Source: an optimization exercise on an open RTL-to-GDS flow (aim: small area, a short achievable clock period and few clock cycles). Production flows keep margins and buffers that such runs may drop.
RTL that was checked went through simulation tests only; none was proved equivalent to the original.
No functional check of the RTL was part of runs 1 and 2.
Power figures rest on the tool's default switching activity, not on a simulated workload.

## design/flow/standard.sh

```bash
#!/bin/bash
# synth_recipe.tcl (not shown) runs the flow's synth.tcl, then flattens the netlist and writes it again
# the make line also repeats each setting of config.mk as NAME=value (left out here)
make -C /OpenROAD-flow-scripts/flow DESIGN_CONFIG=/design/flow/config.mk WORK_HOME=/design/flow/orfs CLKGATE_MAP_FILE= SYNTH_SCRIPT=/design/flow/synth_recipe.tcl "${@:-finish}"
```

## design/flow/flow/run.sh

```bash
#!/bin/bash
# Own layout flow: the standard synthesis and ORFS steps, with the timing
# repair asked to keep a setup margin (the clock and constraints are the standard flow's).
set -euo pipefail
bash standard.sh synth > synth.log 2>&1
bash standard.sh SETUP_SLACK_MARGIN=18 "BUFFER_PORTS_ARGS=-buffer_cell sky130_fd_sc_hd__buf_2" \
  "CTS_ARGS=-sink_clustering_enable -repair_clock_nets -sink_clustering_size 20 -sink_clustering_max_diameter 60 -dont_use_dummy_load -sink_clustering_buffer sky130_fd_sc_hd__clkbuf_8" \
  finish > layout.log 2>&1
```

## design/flow/config.mk

```make
export PLATFORM = sky130hd
export DESIGN_NAME = dither_core
export DESIGN_NICKNAME = dither_core
export VERILOG_FILES = /design/flow/design.v
export SDC_FILE = /design/flow/constraint.sdc
export NUM_CORES = 8
export LEC_CHECK = 0
export CAP_MARGIN = 20
export CORE_MARGIN = 2
export CORE_UTILIZATION = 50
export CTS_CLUSTER_DIAMETER = 80
export CTS_CLUSTER_SIZE = 25
export PLACE_DENSITY = 0.65
export SLEW_MARGIN = 20
```

## design/flow/design.v

```verilog
module dither_core (
    input  wire        clk,
    input  wire        rst,             
    input  wire        start,
    input  wire [1:0]  cfg_mode,        
    input  wire        cfg_invert,
    input  wire        cfg_frame,
    input  wire        cfg_pack,        
    input  wire [7:0]  cfg_threshold,
    input  wire [15:0] cfg_width,
    input  wire [15:0] cfg_height,
    output reg         busy,
    output reg         done,
    output reg         error,
    input  wire        in_valid,
    output reg         in_ready,
    input  wire [15:0] in_data,
    output reg         out_valid,
    input  wire        out_ready,
    output reg  [7:0]  out_data,
    output reg         out_last
);
    localparam [15:0] FULL = 16'd65280;
    localparam        RW   = 28;           
    localparam        NV   = 60;           
    reg        idle;         
    reg [1:0]  mode;
    reg        pack;
    reg        invert;
    reg        frame;
    reg [7:0]  thr;
    reg [6:0]  wsrc;         
    reg [2:0]  wsel;         
    reg [15:0] rl;           
    reg  fs;                 
    reg  atk;                
    wire ord = mode == 2'd2;
    wire [5:0] wm1 = {wsel, 3'b111};       
    wire [1:0] lsel = wsel[2] ? wsel[1:0] : 2'd0;
    wire [5:0] lm1  = {1'b1, lsel, 3'b111};    
    reg        run;          
    reg        err_st;       
    reg        hdr_act;      
    reg [3:0]  hdr_idx;
    reg        trl_act;      
    reg [2:0]  trl_idx;
    reg        pend_full;    
    reg [7:0]  pend_data;
    reg        pend_last;
    reg [5:0]  x;            
    reg [5:0]  p;            
    reg        row0, row1;   
    reg [2:0]  ym;           
    reg        vq;           
    reg [15:0] dq;
    reg        first;        
    reg        second;       
    reg        al;           
    reg        be;           
    reg        lastcol;      
    reg        penult;       
    reg        real_px;      
    reg        hdr_lag;      
    reg        pe_lag;       
    reg [6:0]  bits;
    wire start_ok = start && idle;
    reg        st1;          
    reg        wbig;         
    wire geom_bad = wbig || wsrc == 7'd0 || wsrc > 7'd64 || rl == 16'd0;
    wire lastrow = (rl == 16'd1);
    wire padok   = (!be || pe_lag) && !(lastcol && row0 && hdr_lag);
    wire proc    = run && al && (real_px ? vq : padok);
    wire [5:0] x_inc = lastcol ? 6'd0 : x + 6'd1;
    wire [5:0] p_inc = (p == lm1 || p == 6'd63) ? 6'd0 : p + 6'd1;
    wire [5:0] x1     = proc ? x_inc : x;
    wire       rowst  = proc && lastcol;          
    wire       run1   = run && !(rowst && lastrow);
    wire       row0_1 = rowst ? 1'b0 : row0;
    wire       row1_1 = rowst ? row0 : row1;
    wire [15:0] rl1   = rowst ? rl - 16'd1 : rl;
    wire       lastrow1 = (rl1 == 16'd1);
    wire out_free   = !out_valid || out_ready;
    wire hdr_load   = out_free && hdr_act;
    wire hdr_act1   = hdr_act && !(hdr_load && hdr_idx == 4'd12);
    wire pend_take  = out_free && !hdr_act && pend_full;
    wire push       = proc && be;
    wire pend_full1 = push || (pend_full && !pend_take);
    wire [5:0] p1       = p_inc;
    wire       al1      = (p1 == x1);
    wire       be1      = (x1[2:0] == 3'd7);
    wire       lastcol1 = proc ? penult : lastcol;
    wire       real1    = ({1'b0, x1} < wsrc);
    wire [5:0] x1_inc   = lastcol1 ? 6'd0 : x1 + 6'd1;
    wire [5:0] p1_inc   = (p1 == lm1) ? 6'd0 : p1 + 6'd1;
    wire       pe_lag1 = !pend_full && !push;
    function ok2;
        input [5:0] xx;
        input       r0;
        ok2 = (xx[2:0] != 3'd7 || pe_lag1) && !(xx == wm1 && r0 && hdr_act);
    endfunction
    wire       rdyA = run1 && !(lastcol1 && lastrow1) && ({1'b0, x1_inc} < wsrc) && (p1_inc == x1_inc)
                      && ok2(x1_inc, row0_1 && !lastcol1);
    wire       rdyB = run1 && (p1_inc == x1) && real1 && ok2(x1, row0_1);
    wire       padproc1 = run1 && al1 && !real1 && (!be1 || pe_lag1)
                          && !(lastcol1 && row0_1 && hdr_act);
    wire       realgo1  = run1 && al1 && real1;
    wire       vq1      = in_valid && in_ready;
    wire       in_ready_nx = (realgo1 ? vq1 : padproc1) ? rdyA : rdyB;
    reg  [RW-1:0] vr [0:NV-1];
    reg  [RW-1:0] e1, e2, e3, e4;
    reg  [RW-1:0] tap;
    always @(*) begin
        case (lsel)
            2'd0: tap = vr[35];
            2'd1: tap = vr[43];
            2'd2: tap = vr[51];
            default: tap = vr[59];
        endcase
    end
    reg  signed [16:0] ea;
    reg         [14:0] eb;        
    reg  signed [16:0] cc;        
    reg                wb_last;   
    function signed [13:0] atk_a;
        input signed [16:0] e;
        atk_a = (e >>> 3) + $signed({13'd0, e[16] && e[2:0] != 3'd0});
    endfunction
    function rnd16;
        input signed [16:0] e;
        rnd16 = e[16] && e[3:0] != 4'd0;
    endfunction
    function [1:0] l3;
        input [3:0] r;
        l3 = (r >= 4'd11) ? 2'd2 : (r >= 4'd6) ? 2'd1 : 2'd0;
    endfunction
    function [2:0] l5;
        input [3:0] r;
        l5 = (r >= 4'd13) ? 3'd4 : (r >= 4'd10) ? 3'd3 : (r >= 4'd7) ? 3'd2 : (r >= 4'd4) ? 3'd1 : 3'd0;
    endfunction
    function [2:0] l7;
        input [3:0] r;
        l7 = (r >= 4'd14) ? 3'd6 : (r >= 4'd12) ? 3'd5 : (r >= 4'd10) ? 3'd4 : (r >= 4'd7) ? 3'd3 :
             (r >= 4'd5) ? 3'd2 : (r >= 4'd3) ? 3'd1 : 3'd0;
    endfunction
    wire signed [13:0] zl  = e3[13:0];
    wire signed [13:0] zm  = e2[13:0];
    wire signed [13:0] zr  = e1[13:0];
    wire        [3:0]  rl4 = e3[17:14];
    wire        [3:0]  rm4 = e2[17:14];
    wire        [3:0]  rr4 = e1[17:14];
    wire               rl_ = zl[13] && rl4 != 4'd0;
    wire               rm_ = zm[13] && rm4 != 4'd0;
    wire               rr_ = zr[13] && rr4 != 4'd0;
    wire               x1_0 = proc ? lastcol : first;     
    wire               m_l  = !row0_1 && !x1_0;
    wire               m_m  = !row0_1;
    wire               m_r  = !row0_1 && !lastcol1;
    wire               m_d  = !row0_1 && !row1_1;
    wire        [2:0]  l5m  = {1'b0, l5(rm4)} + {2'd0, rm_};
    wire        [1:0]  l3r  = m_r ? l3(rr4) : 2'd0;
    wire signed [16:0] u1 = m_l ? zl : 17'sd0;
    wire signed [16:0] u3 = m_m ? zm : 17'sd0;
    wire signed [16:0] u5 = m_r ? zr : 17'sd0;
    wire signed [16:0] u2 = fs ? $signed({u3[14:0], l3r}) : (m_d ? $signed(e2[27:14]) : 17'sd0);
    wire signed [16:0] u4 = fs ? $signed({u5[15:0], m_l && rl_}) : 17'sd0;
    wire        [2:0]  u6 = (fs && m_m) ? l5m : 3'd0;
    wire               u7 = fs && m_r && rr_;
    wire signed [16:0] c_nx = u1 + u2 + u3 + u4 + u5 + $signed({14'd0, u6}) + $signed({16'd0, u7});
    wire        in_big = (in_data[15:8] == 8'hFF) && (in_data[7:0] != 8'd0);
    wire [15:0] dq_nx  = (!real1 || in_big) ? FULL : in_data;
    wire [15:0] fval   = dq;
    wire signed [12:0] za   = ea >>> 4;
    wire signed [18:0] za19 = {{6{za[12]}}, za};
    wire signed [18:0] ea19 = {{5{ea[16]}}, ea[16:3]};
    wire signed [18:0] eb19 = {{5{eb[14]}}, eb[14:1]};
    wire        [3:0]  ra   = ea[3:0];
    wire        [2:0]  lr   = !ea[16] ?
                            ((ra >= 4'd14) ? 3'd6 : (ra >= 4'd12) ? 3'd5 : (ra >= 4'd10) ? 3'd4 :
                             (ra >= 4'd7)  ? 3'd3 : (ra >= 4'd5)  ? 3'd2 : (ra >= 4'd3)  ? 3'd1 : 3'd0) :
                            ((ra >= 4'd14) ? 3'd7 : (ra >= 4'd12) ? 3'd6 : (ra >= 4'd10) ? 3'd5 :
                             (ra >= 4'd7)  ? 3'd4 : (ra >= 4'd5)  ? 3'd3 : (ra >= 4'd3)  ? 3'd2 :
                             (ra >= 4'd1)  ? 3'd1 : 3'd0);
    wire        c8a = ea[16] && ea[2:0] != 3'd0;
    wire        c8b = eb[0];
    wire [18:0] op0 = {3'b000, fval};
    wire [18:0] op1 = cc;
    wire [18:0] op2 = first ? 19'd0 : fs ? {za19[15:0], lr} : ea19;
    wire [18:0] op3 = (first || (!fs && second)) ? 19'd0 : fs ? ~za19 : eb19;
    wire        b1  = !first && (fs || c8a);
    wire        b2  = !first && !fs && !second && c8b;
    wire [18:0] s1  = op0 ^ op1 ^ op3;
    wire [18:0] k1  = {(op0[17:0] & op1[17:0]) | (op0[17:0] & op3[17:0]) | (op1[17:0] & op3[17:0]), b1};
    wire [18:0] s2  = s1 ^ k1 ^ op2;
    wire [18:0] k2  = {(s1[17:0] & k1[17:0]) | (s1[17:0] & op2[17:0]) | (k1[17:0] & op2[17:0]), b2};
    wire signed [18:0] v  = s2 + k2;
    wire [10:0] nthr = -{3'b000, thr};
    wire [18:0] nt  = {nthr, 8'd0};
    wire [18:0] s3  = s2 ^ k2 ^ nt;
    wire [18:0] k3  = {(s2[17:0] & k2[17:0]) | (s2[17:0] & nt[17:0]) | (k2[17:0] & nt[17:0]), 1'b0};
    wire signed [18:0] vt = s3 + k3;
    wire        d_white = !vt[18];
    wire [18:0] kw  = 19'h70100;
    wire [18:0] s4  = s2 ^ k2 ^ kw;
    wire [18:0] k4  = {(s2[17:0] & k2[17:0]) | (s2[17:0] & kw[17:0]) | (k2[17:0] & kw[17:0]), 1'b0};
    wire [18:0] vw  = s4 + k4;
    wire signed [16:0] e_new = d_white ? vw[16:0] : v[16:0];
    wire [7:0]  fh    = fval[15:8];
    wire [5:0]  bm    = {x[0] ^ ym[0], ym[0], x[1] ^ ym[1], ym[1], x[2] ^ ym[2], ym[2]};
    wire        o_black = ({2'b00, fh} + 10'd126) < ({2'b00, bm, 2'b00} + {2'b00, thr});
    wire        n_black = (fh < thr);
    wire        p_black = real_px && (dq != 16'd0);
    wire        black   = pack ? p_black : (fs || atk) ? !d_white : ord ? o_black : n_black;
    wire        pix_bit = pack ? black : (black ^ invert);
    reg [7:0] hdr_byte;
    always @(*) begin
        case (hdr_idx)
            4'd0:  hdr_byte = 8'h1B;
            4'd1:  hdr_byte = 8'h40;
            4'd2:  hdr_byte = 8'h1B;
            4'd3:  hdr_byte = 8'h61;
            4'd4:  hdr_byte = 8'h01;
            4'd5:  hdr_byte = 8'h1D;
            4'd6:  hdr_byte = 8'h76;
            4'd7:  hdr_byte = 8'h30;
            4'd8:  hdr_byte = 8'h00;
            4'd9:  hdr_byte = {4'b0, 1'b0, wsel} + 8'd1;
            4'd10: hdr_byte = 8'h00;
            4'd11: hdr_byte = rl[7:0];
            default: hdr_byte = rl[15:8];
        endcase
    end
    reg [7:0] trl_byte;
    always @(*) begin
        case (trl_idx)
            3'd0, 3'd3: trl_byte = 8'h1B;
            3'd1, 3'd4: trl_byte = 8'h64;
            default:    trl_byte = 8'h02;
        endcase
    end
    wire [2:0] cfg_wsel = cfg_width[5:3] - {2'b0, cfg_width[2:0] == 3'd0};
    integer i;
    always @(posedge clk) begin
        if ((proc && !first) || wb_last)
            vr[0] <= atk ? {e4[13:0], atk_a(ea)} : {{(RW-18){1'b0}}, ea[3:0], ea[16], ea[16:4]};
        else
            vr[0] <= e4;
        for (i = 1; i < NV; i = i + 1)
            vr[i] <= vr[i-1];
        e1 <= tap;
        e2 <= e1;
        e3 <= e2;
        e4 <= e3;
        cc <= c_nx;
        dq <= dq_nx;
        if (idle) begin
            mode   <= cfg_mode;
            pack   <= cfg_pack;
            fs     <= !cfg_pack && cfg_mode == 2'd0;
            atk    <= !cfg_pack && cfg_mode == 2'd1;
            invert <= cfg_invert;
            frame  <= cfg_frame;
            thr    <= cfg_threshold;
            wsrc   <= cfg_width[6:0];
            wsel   <= cfg_wsel;
            rl     <= cfg_height;
            x      <= 6'd0;
            p      <= 6'd62;
            wbig   <= cfg_width[15:7] != 9'd0;
            row0   <= 1'b1;
            row1   <= 1'b0;
            ym     <= 3'd0;
            first  <= 1'b1;
            second <= 1'b0;
            al      <= 1'b0;
            be      <= 1'b0;
            lastcol <= 1'b0;
            penult  <= 1'b0;
            real_px <= 1'b1;
        end else begin
            al      <= al1;
            be      <= be1;
            lastcol <= lastcol1;
            penult  <= (x1 == wm1 - 6'd1);
            real_px <= real1;
            x  <= x1;
            p  <= p_inc;
            rl <= rl1;
            row0 <= row0_1;
            row1 <= row1_1;
            if (rowst)
                ym <= ym + 3'd1;
            if (proc) begin
                first  <= lastcol;
                second <= first;
            end
        end
        wb_last <= proc && lastcol;
        if (proc) begin
            ea <= e_new;
            eb <= {ea[16:3], c8a};
            if (be)
                pend_data <= {bits, pix_bit};
            else
                bits <= {bits[5:0], pix_bit};
            if (be)
                pend_last <= lastcol && lastrow && !frame;
        end
        hdr_lag <= hdr_act;
        pe_lag  <= pe_lag1;
    end
    always @(posedge clk) begin
        if (rst) begin
            busy      <= 1'b0;
            idle      <= 1'b1;
            done      <= 1'b0;
            error     <= 1'b0;
            in_ready  <= 1'b0;
            out_valid <= 1'b0;
            out_last  <= 1'b0;
            run       <= 1'b0;
            err_st    <= 1'b0;
            st1       <= 1'b0;
            hdr_act   <= 1'b0;
            trl_act   <= 1'b0;
            pend_full <= 1'b0;
            vq        <= 1'b0;
        end else begin
            done  <= 1'b0;
            error <= 1'b0;
            vq    <= in_valid && in_ready;
            st1 <= start_ok;
            if (start_ok) begin
                busy    <= 1'b1;
                idle    <= 1'b0;
                hdr_idx <= 4'd0;
                trl_idx <= 3'd0;
                run     <= 1'b1;
                in_ready <= 1'b0;
            end else if (st1 && geom_bad) begin
                run      <= 1'b0;
                in_ready <= 1'b0;
                err_st   <= 1'b1;
            end else begin
                if (st1)
                    hdr_act <= frame;
                in_ready <= in_ready_nx;
                run      <= run1;
                if (rowst && lastrow)
                    trl_act <= frame;
                if (err_st) begin
                    err_st <= 1'b0;
                    busy   <= 1'b0;
                    idle   <= 1'b1;
                    done   <= 1'b1;
                    error  <= 1'b1;
                end
                pend_full <= pend_full1;
                if (out_free) begin
                    if (hdr_act) begin
                        out_valid <= 1'b1;
                        out_data  <= hdr_byte;
                        out_last  <= 1'b0;
                        hdr_idx   <= hdr_idx + 4'd1;
                        if (hdr_idx == 4'd12)
                            hdr_act <= 1'b0;
                    end else if (pend_full) begin
                        out_valid <= 1'b1;
                        out_data  <= pend_data;
                        out_last  <= pend_last;
                    end else if (trl_act && !run) begin
                        out_valid <= 1'b1;
                        out_data  <= trl_byte;
                        out_last  <= (trl_idx == 3'd5);
                        trl_idx   <= trl_idx + 3'd1;
                        if (trl_idx == 3'd5)
                            trl_act <= 1'b0;
                    end else begin
                        out_valid <= 1'b0;
                        if (busy && !run && !err_st && !trl_act) begin
                            busy <= 1'b0;
                            idle <= 1'b1;
                            done <= 1'b1;
                        end
                    end
                end
            end
        end
    end
endmodule
```

## design/flow/constraint.sdc

```tcl
create_clock -name core_clock -period 24.0 [get_ports {clk}]
set_input_delay 4.8000 -clock core_clock [delete_from_list [all_inputs] [get_ports {clk}]]
set_output_delay 4.8000 -clock core_clock [all_outputs]
set_load 0.01 [all_outputs]
```

==> metrics.md, run 1 <==
| Metric | Value |
|---|---|
| Max Fclk | `167 MHz` |
| GR Util All Layers | `0.152` |
| Sequential-to-total area share from yosys stat | `0.767` |
| Post-DP HPWL | `53.9 mm` |
| Highest ir drop seen on vdd | `0.0000650 V` |
| Clk_skew | `0.0865 ns` |
| Hold Crit Endpoint | `vr[3][13]$_DFF_P_` |
| Buffer and inverter count on the worst path | `1` |
| Port Buf Inserts | `79` |
| Wire length of the first global-routing pass | `130 mm` |
| Clock tree sinks | `1971` |
| Static Leakage | `0.0231 uW` |
| Root Buffer | `clkbuf_16` |
| Synth warn | `2` |
| Num ports | `80` |
| Cell with the biggest individual delay on the critical path | `edfxtp_1` |
| Shortest clock period the worst path allows after layout | `5.98 ns` |
| Path type of the worst min-delay path | `flip-flop to flip-flop` |
| Post-route setup TNS | `0 ns` |
| Synthesized area per cell | `14.5 um^2` |
| Aggregate routed wire length | `81.7 mm` |
| Final layout net count | `4099` |
| Final hold slack | `0.278 ns` |
| TritonCTS clock tree | `yes` |
| Met2 WL post-DR | `34.3 mm` |
| Number of clock buffers inserted by TritonCTS | `119` |
| Routed length per placed instance | `15.7 um` |
| Max Root-Sink Buffers | `3` |
| Hold Path Stages | `0` |
| Detailed-routing iteration count for the pre-antenna-repair pass | `6` |
| Worst EP required | `19.20 ns` |
| Cell family with the largest share of critical-path delay | `flip-flops` |
| Standard cell core area | `105000 um^2` |
| Floorplan die area | `108000 um^2` |
| Metal1 wirelength | `41.3 mm` |
| Cell area after placement | `54600 um^2` |
| Routed met3 length | `3.80 mm` |
| Reg-to-reg critical path endpoint | `cc[16]$_DFF_P_` |
| Part of the cycle the worst path needs | `0.249` |
| Residual antenna-violating net count after detailed routing | `0` |
| Yosys cell types | `93` |
| Type of destination of the critical path | `primary output` |
| Startpoint types | `flip-flop` |
| Starting DRT DRC Count | `1505` |
| Layout cells sized above 1 | `0.0928` |
| Starting density of the core | `0.502` |
| Number of core rows | `119` |
| Result of the run | `timing/DRC/antenna clean` |
| Power density relative to cell area | `85.7 nW/um^2` |
| Ordered cell list for the critical path | `buf_2` |
| Number of violations of the max-capacitance limit | `0` |
| Largest net degree at the start of global routing | `57` |
| RR Startpoint | `row0$_SDFF_PP1_` |
| Most used flip-flop cell after synthesis | `dfxtp_1` |
| Top routing layer in use | `met5` |
| Area added between synthesis and finish | `7.74%` |
| Peak per-stage delay on the critical path | `0.37 ns` |
| Async S/R FF share, synth | `0` |
| Total congestion overflow | `0` |
| Number of global-route vias before repair | `24050` |
| Number of enable flip-flop cells after synthesis | `89` |
| Hold Startpoint | `vr[2][13]$_DFF_P_` |
| Die span in x | `328 um` |
| Worst-skew pair later-pin latency | `0.67 ns` |
| RD Place Congestion | `0.850` |
| Setup repair after global routing missed its margin | `true` |
| Final Slew Violations | `0` |
| Mapped cell area | `52600 um^2` |
| Final Hold Violating Endpoints | `0` |
| Final setup violating endpoints | `0` |
| FF-to-FF path depth | `23` |
| Headroom to the max-slew limit | `0.394` |
| Total non-filler cell area in the finished layout | `56700 um^2` |
| CP Class | `flip-flop to primary output` |
| Clock slew at the register clock pins of the worst setup and hold paths | `0.11 ns` |
| CTS HTree Levels | `3` |
| Number of flip-flops and latches in the synthesized netlist | `1971` |
| Slew at the pin closest to its max-slew limit | `0.905 ns` |
| Post-Synthesis Net Count | `3938` |
| Register-to-register setup slack | `18.22 ns` |
| Die height | `328 um` |
| Total power draw | `4860 uW` |
| Avg Vias per Cell | `4.73` |
| Worst-path maximum fanout | `1` |
| Synth Instances | `3635` |
| Fillers | `8704` |
| Overall via count from detail_route | `24518` |
| Antenna violations before repair | `6` |
| CP Data Arrival Time | `1.18 ns` |
| DRC violation count after routing | `0` |
==> layer usage <==
layer / global-route usage / vias up
met5: 0 / -
met4: 0.0489 / 2
met3: 0.0286 / 158
met2: 0.223 / 474
met1: 0.228 / 11702
li1: - / 12182
==> sequential cells by signal, indices dropped and copies added, names as in the netlist, 4 cells and up <==
register   flops
bits           7
hdr_idx        4
p              6
vr          1680
eb            15
pend_data      8
e2            28
x              6
dq            16
e1            28
e3            28
cc            17
wsrc           7
thr            8
e4            28
ea            17
rl            16
out_data       8
==> cells in the mapped netlist (17+ instances only) <==
cell type | n | area share
dfxtp_1 | 1882 | 0.72
nand2_1 | 174 | 0.012
inv_1 | 154 | 0.011
ha_1 | 129 | 0.031
nor2_1 | 126 | 0.0090
o21ai_0 | 112 | 0.011
fa_1 | 108 | 0.041
edfxtp_1 | 89 | 0.051
a21oi_1 | 81 | 0.0077
xnor2_1 | 81 | 0.013
a22o_1 | 67 | 0.011
clkbuf_1 | 65 | 0.0046
and2_1 | 56 | 0.0067
xor2_1 | 45 | 0.0075
nor3_1 | 39 | 0.0037
mux2_2 | 33 | 0.0071
and3_1 | 29 | 0.0034
nand3_1 | 29 | 0.0028
mux2i_1 | 25 | 0.0048
a21o_1 | 21 | 0.0030
nor4_1 | 18 | 0.0021
nand2b_1 | 17 | 0.0020
or3_1 | 17 | 0.0020
==> worst max-delay path by stage <==
stage | end | slack [ns] | start | cells after the start
6_report | out_data[1] | 18.02 | out_data[1]$_DFFE_PP_ | 1
5_1_grt | cc[16]$_DFF_P_ | 17.88 | row0$_SDFF_PP1_ | 23
4_1_cts | out_data[1] | 17.96 | out_data[1]$_DFFE_PP_ | 1
3_5_place_dp | in_ready$_SDFF_PP0_ | 17.30 | start | 7
3_3_place_gp | in_ready$_SDFF_PP0_ | 17.35 | start | 7
2_1_floorplan | in_ready$_SDFF_PP0_ | 17.63 | start | 7
==> cell families after synthesis <==
logic type                 after synthesis  synth area share
DFF                                   1971             0.767
adders and majority gates              238            0.0719
buffers and inverters                  243            0.0178
AOI/OAI and AO/OA                      412            0.0541
xor gates and xnor gates               127            0.0214
muxes                                   60            0.0125
and+or+nand+nor                        584            0.0556
==> layout make-up <==
class                      instances  area, um^2  area share
multi-input combinational       1422       11500       0.203
inverter                         158         601      0.0106
timing repair buffer             123         743      0.0131
antenna                            2        5.00   0.0000883
sequential                      1971       40400       0.712
timing repair inverter             1        5.00   0.0000883
tap                             1391        1740      0.0307
clock buffer                     119        1740      0.0307
==> report_power, final <==
| group | total [uW] | switching (uW) | internal [uW] | leakage (uW) |
|---|---|---|---|---|
| registers | 3320 | 17.9 | 3300 | 0.0160 |
| clock network | 1370 | 884 | 482 | 0.000902 |
| logic | 171 | 102 | 69.5 | 0.00622 |
| total | 4860 | 1000 | 3860 | 0.0231 |
==> what timing repair did <==
item / in CTS / in global routing
hold endpoints to repair: 0 / 0
pin swaps: 2 / 9
resized for setup: 25 / 21
buffers inserted: 2 / 23
setup endpoints to repair: 18 / 32
hold buffers: 0 / 0
cloned: 2 / 1
==> per-stage QoR <==
stage / util / worst slack, ns / std cells
after floorplan: - / 17.63 / 3635
after global placement: 0.521 / 17.35 / 5038
after detailed placement: 0.521 / 17.30 / 5038
after CTS: 0.538 / 17.96 / 5161
after global routing: 0.541 / 17.88 / 5185
final: 0.541 / 18.02 / 5187
==> placed cells by master, fill, tap and decap left out, types with 18 or more instances in the layout <==
cell type,n
dfxtp_1,1873
nand2_1,171
inv_1,152
ha_1,129
nor2_1,124
o21ai_0,110
clkbuf_8,110
fa_1,108
edfxtp_1,89
xnor2_1,80
buf_2,78
a21oi_1,77
a22o_1,67
and2_1,55
xor2_1,45
buf_4,42
nor3_1,38
mux2_2,33
nand3_1,29
and3_1,29
mux2i_1,25
a21o_1,21
nor4_1,18
==> run 2, diff against run 1 <==
==> design/flow/flow/run.sh (replaced) <==
#!/bin/bash
# Own layout flow: the standard synthesis and ORFS steps, with the timing
# repair asked to keep a setup margin (the clock and constraints are the standard flow's).
set -euo pipefail
bash standard.sh synth > synth.log 2>&1
bash standard.sh SETUP_SLACK_MARGIN=18 "BUFFER_PORTS_ARGS=-buffer_cell sky130_fd_sc_hd__buf_2" \
  "CTS_ARGS=-sink_clustering_enable -repair_clock_nets -sink_clustering_size 25 -sink_clustering_max_diameter 80 -dont_use_dummy_load" \
  finish > layout.log 2>&1
==> run 2 against run 1 <==
Wire length about the same. Die area is the same. Setup slack lost 0.030 ns. Fmax fell by 0.49%. Cell area up 0.90%. Clock power is 16% higher. Synthesized area is the same. Non-clock buffer count is 6 lower. Sequential cell count stayed put. Critical path depth is 6 higher. Hold slack better by 0.016 ns.
==> metrics.md, run 2 <==
| Metric | Value |
|---|---|
| Result of the run | `timing/DRC/antenna clean` |
| Ordered cell list for the critical path | `buf_2, and2_4, nor4b_4, o311ai_2, a211o_1, or4_1, o31ai_2` |
| Peak per-stage delay on the critical path | `0.48 ns` |
| GR Util All Layers | `0.153` |
| Cell family with the largest share of critical-path delay | `simple AND/OR/NAND/NOR gates` |
| Worst-path maximum fanout | `4` |
| Path type of the worst min-delay path | `flip-flop to flip-flop` |
| Final layout net count | `4065` |
| Commonest cells after routing, fill and taps aside | `1874 x dfxtp_1, 171 x nand2_1, 152 x inv_1, 129 x ha_1, 124 x nor2_1` |
| Worst EP required | `24.55 ns` |
| Overall via count from detail_route | `24460` |
| Power density relative to cell area | `88.8 nW/um^2` |
| CTS HTree Levels | `3` |
| Clock tree sinks | `1971` |
| Startpoint types | `input port` |
| FF-to-FF path depth | `23` |
| Final setup violating endpoints | `0` |
| Post-route setup TNS | `0 ns` |
| Post-DP HPWL | `53.9 mm` |
| Number of global-route vias before repair | `23880` |
| Avg Vias per Cell | `4.75` |
| Area added between synthesis and finish | `8.71%` |
| Yosys cell types | `93` |
| Highest ir drop seen on vdd | `0.0000630 V` |
| Slew at the pin closest to its max-slew limit | `0.942 ns` |
| Number of enable flip-flop cells after synthesis | `89` |
| Final Hold Violating Endpoints | `0` |
| Antenna violations before repair | `6` |
| Starting DRT DRC Count | `1570` |
| List of most frequent post-synthesis cells | `1882 x dfxtp_1, 174 x nand2_1, 154 x inv_1, 129 x ha_1, 126 x nor2_1` |
| Buffer and inverter count on the worst path | `1` |
| Cell with the biggest individual delay on the critical path | `or4_1` |
| Port Buf Inserts | `79` |
| FF/Latch Area | `40400 um^2` |
| Met2 Resource Use GR | `0.224` |
| Mapped cell area | `52600 um^2` |
| Setup repair after global routing missed its margin | `true` |
| Part of the cycle the worst path needs | `0.250` |
| Fillers | `8669` |
| Root Buffer | `clkbuf_16` |
| Hold Path Stages | `0` |
| Total congestion overflow | `0` |
| Standard cell core area | `105000 um^2` |
| Cell Count Post-Placement | `5038` |
| Non-Filler Instances | `5153` |
| Most used flip-flop cell after synthesis | `dfxtp_1` |
| Post-Synthesis Net Count | `3938` |
| Shortest clock period the worst path allows after layout | `6.01 ns` |
| Final Slew Violations | `0` |
| Number of hold buffers added after CTS | `0` |
| Multi-input logic area | `11500 um^2` |
| Most common cell in the synthesized netlist | `dfxtp_1` |
| Die span in x | `328 um` |
| Detailed-routing iteration count for the pre-antenna-repair pass | `5` |
| Synth warn | `2` |
| Starting density of the core | `0.502` |
| Number of core rows | `119` |
| Sequential-to-total area share from yosys stat | `0.767` |
| Headroom to the max-slew limit | `0.369` |
| Static Leakage | `0.0233 uW` |
| Residual antenna-violating net count after detailed routing | `0` |
| Met3 global-route usage | `0.0264` |
| Layout cells sized above 1 | `0.0848` |
| Number of flip-flops in the largest register | `1680` |
| Number of violations of the max-capacitance limit | `0` |
| Type of destination of the critical path | `flip-flop` |
| Layer carrying the most global-route usage | `met1` |
| Max Fclk | `166 MHz` |
| Synthesized area per cell | `14.5 um^2` |
| Async S/R FF share, synth | `0` |
| Synth top area cells | `dfxtp_1 72%, edfxtp_1 5.1%, fa_1 4.1%` |
| Clock slew at the register clock pins of the worst setup and hold paths | `0.09 ns` |
| Largest net degree at the start of global routing | `57` |
| Number of clock buffers inserted by TritonCTS | `92` |
| Register bank with the most flops | `vr` |
| CP Class | `input port to flip-flop` |
| Number of flip-flops and latches in the synthesized netlist | `1971` |
| Floorplan die area | `108000 um^2` |
| Wire length of the first global-routing pass | `130 mm` |
| Routed length per placed instance | `15.8 um` |
| Aggregate routed wire length | `81.6 mm` |
| Cell type contributing the most total cell area after synthesis | `dfxtp_1` |
| Post-synth top area share | `0.716` |
| Synth Instances | `3635` |
| Register-to-register setup slack | `18.22 ns` |
| Worst-skew pair later-pin latency | `0.69 ns` |
| DRC violation count after routing | `0` |
| CP Data Arrival Time | `6.56 ns` |
| Most common cell after layout, fill and taps aside | `dfxtp_1` |
| Num ports | `80` |
| RD Place Congestion | `0.850` |
| Total power draw | `5080 uW` |
| Max Root-Sink Buffers | `3` |
| Clk_skew | `0.0842 ns` |
| Met1 track demand over resource | `0.229` |
| Die height | `328 um` |
| Logic depth of the worst path, buffers included | `7` |
| TritonCTS clock tree | `yes` |
==> run 2: logic make-up (layout without fill, tap and decap cells) <==
logic type | after synthesis | in the layout | share of synthesized area
other cells | 0 | 2 | 0
xor+xnor | 127 | 127 | 0.0214
fa+ha+maj | 238 | 238 | 0.0719
simple gates | 584 | 584 | 0.0556
flops | 1971 | 1971 | 0.767
compound gates | 412 | 412 | 0.0541
mux | 60 | 60 | 0.0125
buf+inv | 243 | 368 | 0.0178
==> run 2: area by class of cell <==
cell class              instances  share of cell area
repair inverters                1           0.0000875
multi-input cells            1421               0.201
diodes                          2           0.0000875
clock buffers                  92              0.0402
repair buffers                117              0.0122
inverters                     158              0.0105
flip-flops and latches       1971               0.706
well taps                    1391              0.0304
==> run 2: per-stage QoR <==
step	hold WS [ns]	util	instance area (um^2)	setup slack, ns
6_report	0.294	0.546	57200	17.99
5_1_grt	0.292	0.546	57200	17.88
4_1_cts	0.295	0.544	57000	17.95
3_5_place_dp	0.312	0.521	54600	17.30
3_3_place_gp	0.310	0.521	54600	17.35
2_1_floorplan	0.310	-	52700	17.63
==> run 2: what timing repair did <==
action	4_1_cts	5_1_grt
resized for setup	25	18
buffers inserted	0	19
endpoints found under the setup margin	21	21
endpoints found under the hold margin	0	0
cloned	2	0
pin swaps	0	8
==> run 2: worst paths after layout <==
check                                   startpoint                   to
worst max-delay path                         start  in_ready$_SDFF_PP0_
worst min-delay path            vr[39][23]$_DFF_P_   vr[40][23]$_DFF_P_
worst max register to register     row0$_SDFF_PP1_       cc[16]$_DFF_P_
worst min register to register  vr[39][23]$_DFF_P_   vr[40][23]$_DFF_P_
==> run 2: per-layer routing <==
| layer | vias to the layer above | wire [um] |
|---|---|---|
| met5 | - | 9 |
| met4 | 2 | 2080 |
| met3 | 134 | 3400 |
| met2 | 417 | 34400 |
| met1 | 11752 | 41700 |
| li1 | 12155 | - |
==> run 2: report_power, final <==
part	internal [uW]	leakage [uW]	total, uW	switching [uW]
combinational	69.6	0.00618	172	102
sequential	3300	0.0160	3320	18.0
clock	684	0.00113	1590	903
total	4060	0.0233	5080	1020
==> run 3, diff against run 2 <==
--- a/design/flow/design.v
+++ b/design/flow/design.v
@@ -48,7 +48,7 @@
     reg [7:0]  pend_data;
     reg        pend_last;
     reg [5:0]  x;            
-    reg [5:0]  p;            
+    reg [5:0]  dcnt;         
     reg        row0, row1;   
     reg [2:0]  ym;           
     reg        vq;           
@@ -68,39 +68,39 @@
     reg        wbig;         
     wire geom_bad = wbig || wsrc == 7'd0 || wsrc > 7'd64 || rl == 16'd0;
     wire lastrow = (rl == 16'd1);
+    wire lastrow2 = (rl == 16'd2);
     wire padok   = (!be || pe_lag) && !(lastcol && row0 && hdr_lag);
     wire proc    = run && al && (real_px ? vq : padok);
     wire [5:0] x_inc = lastcol ? 6'd0 : x + 6'd1;
-    wire [5:0] p_inc = (p == lm1 || p == 6'd63) ? 6'd0 : p + 6'd1;
     wire [5:0] x1     = proc ? x_inc : x;
     wire       rowst  = proc && lastcol;          
     wire       run1   = run && !(rowst && lastrow);
     wire       row0_1 = rowst ? 1'b0 : row0;
     wire       row1_1 = rowst ? row0 : row1;
     wire [15:0] rl1   = rowst ? rl - 16'd1 : rl;
-    wire       lastrow1 = (rl1 == 16'd1);
+    wire       lastrow1 = rowst ? lastrow2 : lastrow;
     wire out_free   = !out_valid || out_ready;
     wire hdr_load   = out_free && hdr_act;
     wire hdr_act1   = hdr_act && !(hdr_load && hdr_idx == 4'd12);
     wire pend_take  = out_free && !hdr_act && pend_full;
     wire push       = proc && be;
     wire pend_full1 = push || (pend_full && !pend_take);
-    wire [5:0] p1       = p_inc;
-    wire       al1      = (p1 == x1);
+    wire       lwide    = (wsel < 3'd4);                   
+    wire [5:0] lmw      = {3'b101, 3'b000} - {wsel + 3'd1, 3'b000};    
+    wire [5:0] dcnt1    = proc ? ((lastcol && lwide) ? lmw : dcnt)
+                               : ((dcnt == 6'd0) ? lm1 : dcnt - 6'd1);
+    wire       al1      = (dcnt1 == 6'd0);
     wire       be1      = (x1[2:0] == 3'd7);
     wire       lastcol1 = proc ? penult : lastcol;
     wire       real1    = ({1'b0, x1} < wsrc);
-    wire [5:0] x1_inc   = lastcol1 ? 6'd0 : x1 + 6'd1;
-    wire [5:0] p1_inc   = (p1 == lm1) ? 6'd0 : p1 + 6'd1;
     wire       pe_lag1 = !pend_full && !push;
-    function ok2;
-        input [5:0] xx;
-        input       r0;
-        ok2 = (xx[2:0] != 3'd7 || pe_lag1) && !(xx == wm1 && r0 && hdr_act);
-    endfunction
-    wire       rdyA = run1 && !(lastcol1 && lastrow1) && ({1'b0, x1_inc} < wsrc) && (p1_inc == x1_inc)
-                      && ok2(x1_inc, row0_1 && !lastcol1);
-    wire       rdyB = run1 && (p1_inc == x1) && real1 && ok2(x1, row0_1);
+    wire       penult1  = proc ? (x == wm1 - 6'd2) : penult;
+    wire       rdyA = run1 && !(lastcol1 && lastrow1) && !(lastcol1 && lwide)
+                      && (lastcol1 || ({1'b0, x1} + 7'd1 < wsrc))
+                      && (x1[2:0] != 3'd6 || pe_lag1)
+                      && !(penult1 && row0_1 && hdr_act);
+    wire       rdyB = run1 && (dcnt1 == 6'd1) && real1 && (!be1 || pe_lag1)
+                      && !(lastcol1 && row0_1 && hdr_act);
     wire       padproc1 = run1 && al1 && !real1 && (!be1 || pe_lag1)
                           && !(lastcol1 && row0_1 && hdr_act);
     wire       realgo1  = run1 && al1 && real1;
@@ -264,7 +264,7 @@
             wsel   <= cfg_wsel;
             rl     <= cfg_height;
             x      <= 6'd0;
-            p      <= 6'd62;
+            dcnt   <= 6'd2;
             wbig   <= cfg_width[15:7] != 9'd0;
             row0   <= 1'b1;
             row1   <= 1'b0;
@@ -283,7 +283,7 @@
             penult  <= (x1 == wm1 - 6'd1);
             real_px <= real1;
             x  <= x1;
-            p  <= p_inc;
+            dcnt <= dcnt1;
             rl <= rl1;
             row0 <= row0_1;
             row1 <= row1_1;
==> design/flow/flow/run.sh (replaced) <==
#!/bin/bash
# Own layout flow: the standard synthesis and ORFS steps, with the timing
# repair asked to keep a setup margin (the clock and constraints are the standard flow's).
set -euo pipefail
bash standard.sh synth > synth.log 2>&1
bash standard.sh SETUP_SLACK_MARGIN=18 "BUFFER_PORTS_ARGS=-buffer_cell sky130_fd_sc_hd__buf_2" \
  "CTS_ARGS=-sink_clustering_enable -repair_clock_nets -sink_clustering_size 40 -sink_clustering_max_diameter 60 -dont_use_dummy_load -sink_clustering_buffer sky130_fd_sc_hd__clkbuf_16" \
  finish > layout.log 2>&1
==> run 3 against run 2 <==
Final cell count shrank 0.87%. Sequential power about the same. Still clean. Synthesized cell count is 0.80% lower. Largest cell class unchanged. Power down 0.13%. Critical path type is now flip-flop to primary output. Critical path depth fell by 6.
==> metrics.md, run 3 <==
| Metric | Value |
|---|---|
| Num ports | `80` |
| Pint | `4070 uW` |
| Part of the cycle the worst path needs | `0.250` |
| Most used flip-flop cell after synthesis | `dfxtp_1` |
| Register bank with the most flops | `vr` |
| Standard cell core area | `103000 um^2` |
| Number of clock buffers inserted by TritonCTS | `96` |
| Synth top area cells | `dfxtp_1 72%, edfxtp_1 6.0%, fa_1 4.1%` |
| Aggregate routed wire length | `80.3 mm` |
| Post-DP HPWL | `53.3 mm` |
| Cell family with the largest share of critical-path delay | `flip-flops` |
| Sw Ratio | `0.198` |
| Total congestion overflow | `0` |
| Number of flip-flops and latches in the synthesized netlist | `1971` |
| Max Fclk | `167 MHz` |
| Sequential-to-total area share from yosys stat | `0.776` |
| Relative contribution of sequential cells to total power | `0.656` |
| Root Buffer | `clkbuf_16` |
| Type of destination of the critical path | `primary output` |
| Worst-skew pair later-pin latency | `0.68 ns` |
| Largest net degree at the start of global routing | `73` |
| RR Startpoint | `lastcol$_SDFF_PP0_` |
| Cell Count Post-Placement | `5004` |
| Area added between synthesis and finish | `8.66%` |
| Peak per-stage delay on the critical path | `0.38 ns` |
| Number of antenna repair diodes | `0` |
| Layer carrying the most global-route usage | `met2` |
| Most common cell after layout, fill and taps aside | `dfxtp_1` |
| Die span in x | `327 um` |
| Starting density of the core | `0.504` |
| Final layout net count | `4036` |
| FF-to-FF path depth | `21` |
| Residual antenna-violating net count after detailed routing | `0` |
| Number of enable flip-flop cells after synthesis | `105` |
| Post-Synthesis Net Count | `3912` |
| Highest ir drop seen on vdd | `0.0000665 V` |
| Number of violations of the max-capacitance limit | `0` |
| Cell type contributing the most total cell area after synthesis | `dfxtp_1` |
| Overall via count from detail_route | `23902` |
| Clock slew at the register clock pins of the worst setup and hold paths | `0.10 ns` |
| CP Data Arrival Time | `1.20 ns` |
| Max Root-Sink Buffers | `3` |
| CP Class | `flip-flop to primary output` |
| Net switching component of the power | `1000 uW` |
| Capturing element of the worst setup path | `out_data[6]` |
| Worst-path maximum fanout | `1` |
| Mapped cell area | `52200 um^2` |
| Number of hold buffers added after CTS | `0` |
| Worst EP required | `19.20 ns` |
| Cell with the biggest individual delay on the critical path | `edfxtp_1` |
| Final Slew Violations | `0` |
| Synthesized area per cell | `14.5 um^2` |
| Async S/R FF share, synth | `0` |
| Yosys cell types | `81` |
| Buffer and inverter count on the worst path | `1` |
| Starting DRT DRC Count | `1455` |
| Register-to-register setup slack | `18.29 ns` |
| DRC violation count after routing | `0` |
| CTS HTree Levels | `3` |
| Avg Vias per Cell | `4.68` |
| Shortest clock period the worst path allows after layout | `6.00 ns` |
| Detailed-routing iteration count for the pre-antenna-repair pass | `5` |
| Post-route setup TNS | `0 ns` |
| Reg-to-reg critical path endpoint | `cc[16]$_DFF_P_` |
| Non-Filler Instances | `5108` |
| Result of the run | `timing/DRC/antenna clean` |
| Final Hold Violating Endpoints | `0` |
| Clock network fraction of design power | `0.318` |
| Layout cells sized above 1 | `0.0722` |
| Number of core rows | `118` |
| Met3 global-route usage | `0.0282` |
| RD Place Congestion | `0.855` |
| Clk_skew | `0.101 ns` |
| Power density relative to cell area | `89.5 nW/um^2` |
| Final setup violating endpoints | `0` |
| Wire length of the first global-routing pass | `127 mm` |
| GR Util All Layers | `0.151` |
| Slew at the pin closest to its max-slew limit | `0.929 ns` |
| Post-synth top area share | `0.716` |
| Total power draw | `5070 uW` |
| Clock tree sinks | `1971` |
| Floorplan die area | `107000 um^2` |
| Met1 track demand over resource | `0.225` |
| Setup repair after global routing missed its margin | `true` |
| Static Leakage | `0.0230 uW` |
| Logic depth of the worst path, buffers included | `1` |
| Path type of the worst min-delay path | `flip-flop to flip-flop` |
| Number of global-route vias before repair | `23317` |
| Die height | `327 um` |
| Startpoint of the most critical setup path | `out_data[6]$_DFFE_PP_` |
| Startpoint types | `flip-flop` |
| Routed length per placed instance | `15.7 um` |
| Most common cell in the synthesized netlist | `dfxtp_1` |
| Met2 Resource Use GR | `0.225` |
| Commonest cells after routing, fill and taps aside | `1859 x dfxtp_1, 199 x nand2_1, 167 x inv_1, 133 x o21ai_0, 132 x ha_1` |
| Synth Instances | `3606` |
| Port Buf Inserts | `79` |
| List of most frequent post-synthesis cells | `1866 x dfxtp_1, 200 x nand2_1, 168 x inv_1, 133 x o21ai_0, 132 x ha_1` |
| Share of total power in combinational logic | `0.026` |
| Ordered cell list for the critical path | `buf_2` |
| Synth warn | `2` |
| Number of flip-flops in the largest register | `1680` |
| TritonCTS clock tree | `yes` |
| Antenna violations before repair | `8` |
| Headroom to the max-slew limit | `0.379` |
## run 3: cell count changes after synthesis, sizes merged, moves of 12 or more
| cell | before | now |
|---|---|---|
| nor2 | 127 | 114 |
| edfxtp | 89 | 105 |
| a22o | 67 | 5 |
| a22oi | 3 | 34 |
| nand2 | 174 | 201 |
| dfxtp | 1882 | 1866 |
| inv | 157 | 169 |
| nor2b | 11 | 23 |
| o21ai | 115 | 137 |
## run 3: routing by layer
| layer | part of all wire | wire, um | vias up |
|---|---|---|---|
| li1 | - | - | 11954 |
| met4 | 0.024 | 1960 | 2 |
| met1 | 0.51 | 40700 | 11400 |
| met5 | 0.00012 | 10 | - |
| met2 | 0.42 | 34100 | 425 |
| met3 | 0.044 | 3520 | 121 |
## run 3: kinds of logic (layout without fill, tap and decap cells)
kind of cell    count (synthesis)  after routing  share of synthesized area
compound gates                400            400                     0.0489
fa+ha+maj                     240            240                     0.0731
xor+xnor                      110            110                     0.0185
simple gates                  584            584                     0.0544
mux                            54             54                     0.0111
buf+inv                       247            369                     0.0181
flops                        1971           1971                      0.776
## run 3: cell type report
type                            count  area [um^2]
Fill cell                        8377        46800
Sequential cell                  1971        40500
Multi-Input combinational cell   1388        10800
Clock buffer                       96         2400
Tap cell                         1380         1730
Inverter                          170          651
Timing Repair Buffer              103          594
## run 3: power groups by stage
| stage | Combinational, uW | Sequential (uW) | Clock [uW] |
|---|---|---|---|
| 4_1_cts | 132 | 3330 | 1670 |
| 2_1_floorplan | 89.8 | 3400 | 0 |
| 3_5_place_dp | 131 | 3400 | 0 |
| 5_1_grt | 147 | 3330 | 1780 |
| 6_report | 132 | 3330 | 1620 |
| 3_3_place_gp | 130 | 3400 | 0 |
## run 3: how the worst min path moves through the flow
stage                                   from            endpoint  slack, ns  depth (start not counted)
after floorplan               e1[18]$_DFF_P_      e2[18]$_DFF_P_       0.31                          0
after global placement     vr[45][0]$_DFF_P_   vr[46][0]$_DFF_P_       0.31                          0
after detailed placement  vr[45][14]$_DFF_P_  vr[46][14]$_DFF_P_       0.31                          0
after CTS                   vr[5][0]$_DFF_P_    vr[6][0]$_DFF_P_       0.25                          0
after global routing        vr[3][0]$_DFF_P_    vr[4][0]$_DFF_P_       0.26                          0
final                       vr[5][0]$_DFF_P_    vr[6][0]$_DFF_P_       0.25                          0
## run 3: per-stage QoR
stage                      util  instance area, um^2  setup slack, ns  hold WS (ns)
final                     0.548                56700            18.00         0.250
after global placement    0.523                54200            17.39         0.310
after CTS                 0.547                56600            17.94         0.254
after detailed placement  0.523                54200            17.26         0.312
after global routing      0.548                56700            17.95         0.258
after floorplan               -                52200            18.00         0.310
## run 3: timing repair
item / CTS / global route
endpoints found under the hold margin: 0 / 0
setup endpoints to repair: 20 / 16
setup buffers: 0 / 8
gates resized for setup: 12 / 13
pin swaps: 0 / 2
Testbench counts of run 3, summed over its fixed seeds: cycles 111,708.
==> run 4, diff against run 3 <==
==> design/flow/flow/run.sh (replaced) <==
#!/bin/bash
# Own layout flow: the standard synthesis and ORFS steps, with the timing
# repair asked to keep a setup margin (the clock and constraints are the standard flow's).
set -euo pipefail
bash standard.sh synth > synth.log 2>&1
bash standard.sh SETUP_SLACK_MARGIN=18 "BUFFER_PORTS_ARGS=-buffer_cell sky130_fd_sc_hd__buf_2" \
  "CTS_ARGS=-sink_clustering_enable -repair_clock_nets -sink_clustering_size 20 -sink_clustering_max_diameter 60 -dont_use_dummy_load -sink_clustering_buffer sky130_fd_sc_hd__clkbuf_8" \
  finish > layout.log 2>&1
--- a/design/flow/config.mk
+++ b/design/flow/config.mk
@@ -7,8 +7,6 @@
 export LEC_CHECK = 0
 export CAP_MARGIN = 20
 export CORE_MARGIN = 2
-export CORE_UTILIZATION = 50
-export CTS_CLUSTER_DIAMETER = 80
-export CTS_CLUSTER_SIZE = 25
-export PLACE_DENSITY = 0.65
+export CORE_UTILIZATION = 60
+export PLACE_DENSITY = 0.75
 export SLEW_MARGIN = 20
==> run 4 against run 3 <==
Utilization grew 9.6 points. Sequential share of layout area rose by 1.3 points. Non-clock buffer count is 5 lower. Setup slack about the same. Synthesized area unchanged. Hold slack worse by 0.012 ns. Count of clock-buffer cells in the layout is 21 higher. Fmax about the same. Largest cell class unchanged. Largest power group unchanged.
==> metrics.md, run 4 <==
| Metric | Value |
|---|---|
| Post-Synthesis Net Count | `3912` |
| Cell Count Post-Placement | `4780` |
| Post-DP HPWL | `54.9 mm` |
| Cell family with the largest share of critical-path delay | `flip-flops` |
| Number of flip-flops in the largest register | `1680` |
| Number of hold buffers added after CTS | `0` |
| Commonest cells after routing, fill and taps aside | `1859 x dfxtp_1, 199 x nand2_1, 167 x inv_1, 133 x o21ai_0, 132 x ha_1` |
| Ordered cell list for the critical path | `buf_2` |
| Most common cell after layout, fill and taps aside | `dfxtp_1` |
| Register bank with the most flops | `vr` |
| Synth top area cells | `dfxtp_1 72%, edfxtp_1 6.0%, fa_1 4.1%` |
| Final Slew Violations | `0` |
| Max Fclk | `167 MHz` |
| Buffer and inverter count on the worst path | `1` |
| FF/Latch Area | `40500 um^2` |
| Highest ir drop seen on vdd | `0.0000754 V` |
| Num ports | `80` |
| Register-to-register setup slack | `18.30 ns` |
| Antenna violations before repair | `10` |
| Power density relative to cell area | `86.3 nW/um^2` |
| Number of violations of the max-capacitance limit | `0` |
| Hold Path Stages | `0` |
| Number of flip-flops and latches in the synthesized netlist | `1971` |
| Top routing layer in use | `met5` |
| Routed met3 length | `3.62 mm` |
| Met2 WL post-DR | `36.6 mm` |
| Final setup violating endpoints | `0` |
| Most common cell in the synthesized netlist | `dfxtp_1` |
| Setup repair after global routing missed its margin | `true` |
| CTS HTree Levels | `3` |
| Total congestion overflow | `0` |
| Logic depth of the worst path, buffers included | `1` |
| DRC violation count after routing | `0` |
| Final Hold Violating Endpoints | `0` |
| Starting DRT DRC Count | `1379` |
| Mapped cell area | `52200 um^2` |
| Area added between synthesis and finish | `6.72%` |
| Reg-to-reg critical path endpoint | `cc[16]$_DFF_P_` |
| Standard cell core area | `86500 um^2` |
| Headroom to the max-slew limit | `0.380` |
| Capturing element of the worst setup path | `out_data[1]` |
| FF-to-FF path depth | `21` |
| Multi-input logic area | `10800 um^2` |
| Root Buffer | `clkbuf_16` |
| Port Buf Inserts | `79` |
| Part of the cycle the worst path needs | `0.250` |
| Worst-skew pair later-pin latency | `0.67 ns` |
| Setup slack after placement | `17.26 ns` |
| Number of antenna repair diodes | `0` |
| Total non-filler cell area in the finished layout | `55700 um^2` |
| Die height | `299 um` |
| List of most frequent post-synthesis cells | `1866 x dfxtp_1, 200 x nand2_1, 168 x inv_1, 133 x o21ai_0, 132 x ha_1` |
| Yosys cell types | `81` |
| Clock slew at the register clock pins of the worst setup and hold paths | `0.12 ns` |
| Async S/R FF share, synth | `0` |
| Overall via count from detail_route | `24070` |
| Floorplan die area | `89400 um^2` |
| Number of global-route vias before repair | `24074` |
| Number of enable flip-flop cells after synthesis | `105` |
| Detailed-routing iteration count for the pre-antenna-repair pass | `6` |
| Startpoint types | `flip-flop` |
| Setup slack of the critical path after layout | `18.00 ns` |
| Largest net degree at the start of global routing | `74` |
| Most used flip-flop cell after synthesis | `dfxtp_1` |
| Post-synth top area share | `0.716` |
| Residual antenna-violating net count after detailed routing | `0` |
| Cell type contributing the most total cell area after synthesis | `dfxtp_1` |
| Shortest clock period the worst path allows after layout | `6.00 ns` |
| Cell area after placement | `53900 um^2` |
| Layout cells sized above 1 | `0.0769` |
| Wire length of the first global-routing pass | `130 mm` |
| CP Data Arrival Time | `1.20 ns` |
| Result of the run | `timing/DRC/antenna clean` |
| TritonCTS clock tree | `yes` |
| GR Util All Layers | `0.185` |
| Type of destination of the critical path | `primary output` |
| Die span in x | `299 um` |
| Slew at the pin closest to its max-slew limit | `0.928 ns` |
| Fillers | `6200` |
| Number of core rows | `108` |
| Worst-path maximum fanout | `1` |
| Non-Filler Instances | `4899` |
| Clock tree sinks | `1971` |
| Static Leakage | `0.0227 uW` |
| CP Class | `flip-flop to primary output` |
| Number of clock buffers inserted by TritonCTS | `117` |
| RR Startpoint | `lastcol$_SDFF_PP0_` |
| Startpoint of the most critical setup path | `out_data[1]$_DFFE_PP_` |
| Final layout net count | `4052` |
| Aggregate routed wire length | `81.9 mm` |
| Avg Vias per Cell | `4.91` |
| Synthesized area per cell | `14.5 um^2` |
| Worst EP required | `19.20 ns` |
| Path type of the worst min-delay path | `flip-flop to flip-flop` |
| Starting density of the core | `0.604` |
| Metal1 wirelength | `39.5 mm` |
| Clk_skew | `0.0809 ns` |
| Max Root-Sink Buffers | `3` |
| Cell with the biggest individual delay on the critical path | `edfxtp_1` |
| Peak per-stage delay on the critical path | `0.38 ns` |
| Post-route setup TNS | `0 ns` |
| RD Place Congestion | `0.865` |
| Final hold slack | `0.237 ns` |
| Synth Instances | `3606` |
| Synth warn | `2` |
| Routed length per placed instance | `16.7 um` |
| Sequential-to-total area share from yosys stat | `0.776` |
[run 4: cell counts after synthesis]
No cell type changed its count.
[run 4: area by class of cell]
type | instances | area share
Sequential cell | 1971 | 0.727
Multi-Input combinational cell | 1388 | 0.195
Clock buffer | 117 | 0.0307
Tap cell | 1155 | 0.0259
Inverter | 170 | 0.0117
Timing Repair Buffer | 98 | 0.00984
[run 4: worst min path at each step]
stage                        endpoint  slack, ns               from
finish              vr[28][0]$_DFF_P_       0.24  vr[27][0]$_DFF_P_
global route        vr[28][0]$_DFF_P_       0.25  vr[27][0]$_DFF_P_
CTS                 vr[28][0]$_DFF_P_       0.24  vr[27][0]$_DFF_P_
detailed placement     e2[20]$_DFF_P_       0.31     e1[20]$_DFF_P_
global placement    vr[40][0]$_DFF_P_       0.31  vr[39][0]$_DFF_P_
floorplan              e2[18]$_DFF_P_       0.31     e1[18]$_DFF_P_
[run 4: cell families (layout without fill, tap and decap cells)]
logic type / after synthesis / count (layout) / synth area share
AOI/OAI and AO/OA: 400 / 400 / 0.0489
xor gates and xnor gates: 110 / 110 / 0.0185
adders and majority gates: 240 / 240 / 0.0731
buffers and inverters: 247 / 385 / 0.0181
DFF: 1971 / 1971 / 0.776
muxes: 54 / 54 / 0.0111
and+or+nand+nor: 584 / 584 / 0.0544
[run 4: what timing repair did]
item,CTS,global route
endpoints found under the setup margin,20,16
pin swaps,0,2
buffers inserted,0,2
resized for setup,12,15
[run 4: per-layer routing]
| layer | up-vias | global-route usage |
|---|---|---|
| met5 | - | 0 |
| met4 | 2 | 0.0511 |
| met3 | 154 | 0.0364 |
| met2 | 400 | 0.289 |
| met1 | 11556 | 0.267 |
| li1 | 11958 | - |
[run 4: stage by stage]
stage	power, uW	utilization
after CTS	4850	0.643
final	4810	0.644
after detailed placement	3530	0.623
after global routing	4980	0.644
after floorplan	3490	-
after global placement	3530	0.623
[run 4: power breakdown]
group | internal, uW | switching [uW] | total [uW]
Clock | 475 | 877 | 1350
Sequential | 3310 | 16.8 | 3330
Combinational | 49.6 | 79.8 | 129
Total | 3840 | 973 | 4810
==> run 5, diff against run 4 <==
--- a/design/flow/config.mk
+++ b/design/flow/config.mk
@@ -7,6 +7,7 @@
 export LEC_CHECK = 0
 export CAP_MARGIN = 20
 export CORE_MARGIN = 2
-export CORE_UTILIZATION = 60
-export PLACE_DENSITY = 0.75
+export CORE_UTILIZATION = 50
+export GPL_TIMING_DRIVEN = 1
+export PLACE_DENSITY = 0.65
 export SLEW_MARGIN = 20
==> run 5 against run 4 <==
Synthesized cell count is the same. Clock skew rose by 0.0025 ns. Via count is 0.36% lower. Sequential share of layout area shrank 0.48 points. Non-clock buffer count increased by 6. Sequential cell count stayed put. Fmax is 0.28% lower. Cell area grew 0.67%. Critical path type unchanged.
==> metrics.md, run 5 <==
| Metric | Value |
|---|---|
| Routed length per placed instance | `15.7 um` |
| Detailed-routing iteration count for the pre-antenna-repair pass | `5` |
| Slew at the pin closest to its max-slew limit | `0.940 ns` |
| Final Slew Violations | `0` |
| Cell type contributing the most total cell area after synthesis | `dfxtp_1` |
| Total power draw | `4830 uW` |
| Sequential-to-total area share from yosys stat | `0.776` |
| Commonest cells after routing, fill and taps aside | `1857 x dfxtp_1, 199 x nand2_1, 167 x inv_1, 133 x o21ai_0, 132 x ha_1` |
| Clock network fraction of design power | `0.284` |
| Worst-skew pair later-pin latency | `0.67 ns` |
| Relative contribution of sequential cells to total power | `0.689` |
| Pint | `3850 uW` |
| Type of destination of the critical path | `primary output` |
| Number of core rows | `118` |
| Core utilization of the finished layout | `0.542` |
| Setup repair after global routing missed its margin | `true` |
| Path type of the worst min-delay path | `flip-flop to flip-flop` |
| Max Root-Sink Buffers | `3` |
| Buffer and inverter count on the worst path | `1` |
| Cell with the biggest individual delay on the critical path | `edfxtp_1` |
| Power density relative to cell area | `86.1 nW/um^2` |
| Clock tree sinks | `1971` |
| Headroom to the max-slew limit | `0.372` |
| Number of global-route vias before repair | `23486` |
| CP Class | `flip-flop to primary output` |
| Net switching component of the power | `981 uW` |
| Final Hold Violating Endpoints | `0` |
| Number of flip-flops and latches in the synthesized netlist | `1971` |
| Standard cell core area | `103000 um^2` |
| Peak per-stage delay on the critical path | `0.39 ns` |
| Port Buf Inserts | `79` |
| Most used flip-flop cell after synthesis | `dfxtp_1` |
| Cell family with the largest share of critical-path delay | `flip-flops` |
| Ordered cell list for the critical path | `buf_2` |
| Floorplan die area | `107000 um^2` |
| Post-DP HPWL | `53.3 mm` |
| Fillers | `8460` |
| Highest ir drop seen on vdd | `0.0000662 V` |
| Synth Instances | `3606` |
| Worst-path maximum fanout | `1` |
| Aggregate routed wire length | `80.5 mm` |
| Final layout net count | `4061` |
| Avg Vias per Cell | `4.67` |
| Part of the cycle the worst path needs | `0.251` |
| Post-route setup TNS | `0 ns` |
| Num ports | `80` |
| Synthesized area per cell | `14.5 um^2` |
| Largest net degree at the start of global routing | `73` |
| Share of total power in combinational logic | `0.027` |
| List of most frequent post-synthesis cells | `1866 x dfxtp_1, 200 x nand2_1, 168 x inv_1, 133 x o21ai_0, 132 x ha_1` |
| Register bank with the most flops | `vr` |
| Die span in x | `327 um` |
| GR Util All Layers | `0.151` |
| TritonCTS clock tree | `yes` |
| Max Fclk | `166 MHz` |
| Total congestion overflow | `0` |
| Number of flip-flops in the largest register | `1680` |
| Clk_skew | `0.0834 ns` |
| Static Leakage | `0.0227 uW` |
| RD Place Congestion | `0.855` |
| Synth warn | `2` |
| Root Buffer | `clkbuf_16` |
| Residual antenna-violating net count after detailed routing | `0` |
| Most common cell in the synthesized netlist | `dfxtp_1` |
| Startpoint types | `flip-flop` |
| Number of hold buffers added after CTS | `0` |
| CTS HTree Levels | `3` |
| Starting DRT DRC Count | `1521` |
| Clock slew at the register clock pins of the worst setup and hold paths | `0.11 ns` |
| Mapped cell area | `52200 um^2` |
| Number of clock buffers inserted by TritonCTS | `120` |
| Post-synth top area share | `0.716` |
| Overall via count from detail_route | `23983` |
| Area added between synthesis and finish | `7.44%` |
| Sw Ratio | `0.203` |
| Worst EP required | `19.20 ns` |
| Yosys cell types | `81` |
| Number of violations of the max-capacitance limit | `0` |
| Shortest clock period the worst path allows after layout | `6.01 ns` |
| Async S/R FF share, synth | `0` |
| Die height | `327 um` |
| Starting density of the core | `0.504` |
| Synth top area cells | `dfxtp_1 72%, edfxtp_1 6.0%, fa_1 4.1%` |
| Final setup violating endpoints | `0` |
| Wire length of the first global-routing pass | `128 mm` |
| CP Data Arrival Time | `1.21 ns` |
| Layout cells sized above 1 | `0.0789` |
| Result of the run | `timing/DRC/antenna clean` |
| Most common cell after layout, fill and taps aside | `dfxtp_1` |
| DRC violation count after routing | `0` |
| Post-Synthesis Net Count | `3912` |
| Antenna violations before repair | `8` |
| Number of enable flip-flop cells after synthesis | `105` |
## run 5: cell counts after synthesis
No cell type changed its count.
## run 5: routing by layer
metal	wire length, um	vias to the layer above	share of wire	global-route usage
met5	16	-	0.00020	0
met4	2170	2	0.027	0.0460
met3	3680	158	0.046	0.0294
met2	33900	442	0.42	0.225
met1	40700	11405	0.51	0.225
li1	-	11976	-	-
## run 5: power groups by stage
stage	logic, uW	registers [uW]	clock network [uW]
final	132	3330	1370
after global routing	147	3330	1540
after CTS	132	3330	1430
after detailed placement	131	3400	0
after global placement	130	3400	0
after floorplan	89.8	3400	0
## run 5: area by class of cell
cell class              instances  area [um^2]  area share
flip-flops and latches       1971        40500       0.722
clock buffers                 120         1750      0.0313
inverters                     170          651      0.0116
repair buffers                104          604      0.0108
multi-input cells            1388        10800       0.193
diodes                          1         2.50   0.0000446
well taps                    1380         1730      0.0308
## run 5: path summary, 6_finish.rpt
| path | startpoint | endpoint | slack, ns | cells past startpoint |
|---|---|---|---|---|
| max | out_data[6]$_DFFE_PP_ | out_data[6] | 17.99 | 1 |
| min | vr[27][6]$_DFF_P_ | vr[28][6]$_DFF_P_ | 0.27 | 0 |
| max reg2reg | lastcol$_SDFF_PP0_ | cc[16]$_DFF_P_ | 18.28 | 21 |
| min reg2reg | vr[27][6]$_DFF_P_ | vr[28][6]$_DFF_P_ | 0.27 | 0 |
## run 5: cell families after synthesis
kind of cell / count (synthesis) / synth area share
adder cells (fa/ha/maj): 240 / 0.0731
AO/OA/AOI/OAI: 400 / 0.0489
flip-flops: 1971 / 0.776
buffers and inverters: 247 / 0.0181
AND/OR/NAND/NOR: 584 / 0.0544
multiplexers: 54 / 0.0111
XOR/XNOR: 110 / 0.0185
## run 5: repair_timing
| action | in CTS | in global routing |
|---|---|---|
| pin swaps | 0 | 2 |
| gates resized for setup | 13 | 15 |
| endpoints found under the setup margin | 21 | 19 |
| buffers inserted | 3 | 6 |
## run 5: per-stage QoR
step           setup WS (ns)  hold WS, ns  instances  area, um^2
6_report               17.99        0.265       5134       56100
3_3_place_gp           17.39        0.310       5004       54200
2_1_floorplan          18.00        0.310       3606       52200
5_1_grt                17.93        0.276       5133       56100
3_5_place_dp           17.26        0.312       5004       54200
4_1_cts                17.92        0.271       5127       56000

-- what the ideal ports hide --
How much do the figures lean on ideal ports? The routed layouts below were timed once more, with nothing changed but the port constraints.
Step 1 assumes that a clkbuf_16 drives the clock port and a buf_2 every other input.
Step 2, shift: input delay + t, output delay - t, t = (earliest + latest rising clock arrival at the registers) / 2. This alone moves slack from input paths to output paths.
a / b / c = ideal ports / drivers / drivers and shift; a / b = the first two.
| run | t, ns | slack for setup (ns) | hold slack, ns | worst setup path after step 2 |
|---|---|---|---|---|
| run 1 | 0.703 | 18.020 / 17.944 / 17.379 | 0.278 / 0.278 / 0.278 | input to register |
| run 2 | 0.727 | 17.991 / 17.934 / 17.313 | 0.294 / 0.294 / 0.294 | input to register |
| run 3 | 0.714 | 18.005 / 17.940 / 17.602 | 0.250 / 0.250 / 0.250 | input to register |
| run 4 | 0.690 | 18.005 / 17.943 / 17.640 | 0.237 / 0.237 / 0.237 | input to register |
| run 5 | 0.699 | 17.988 / 17.923 / 17.583 | 0.265 / 0.265 / 0.265 | input to register |
After both steps every run listed still meets setup and hold. For run 2, which loses most, drivers alone change the setup slack by -0.057 ns; drivers and shift together by -0.678 ns.
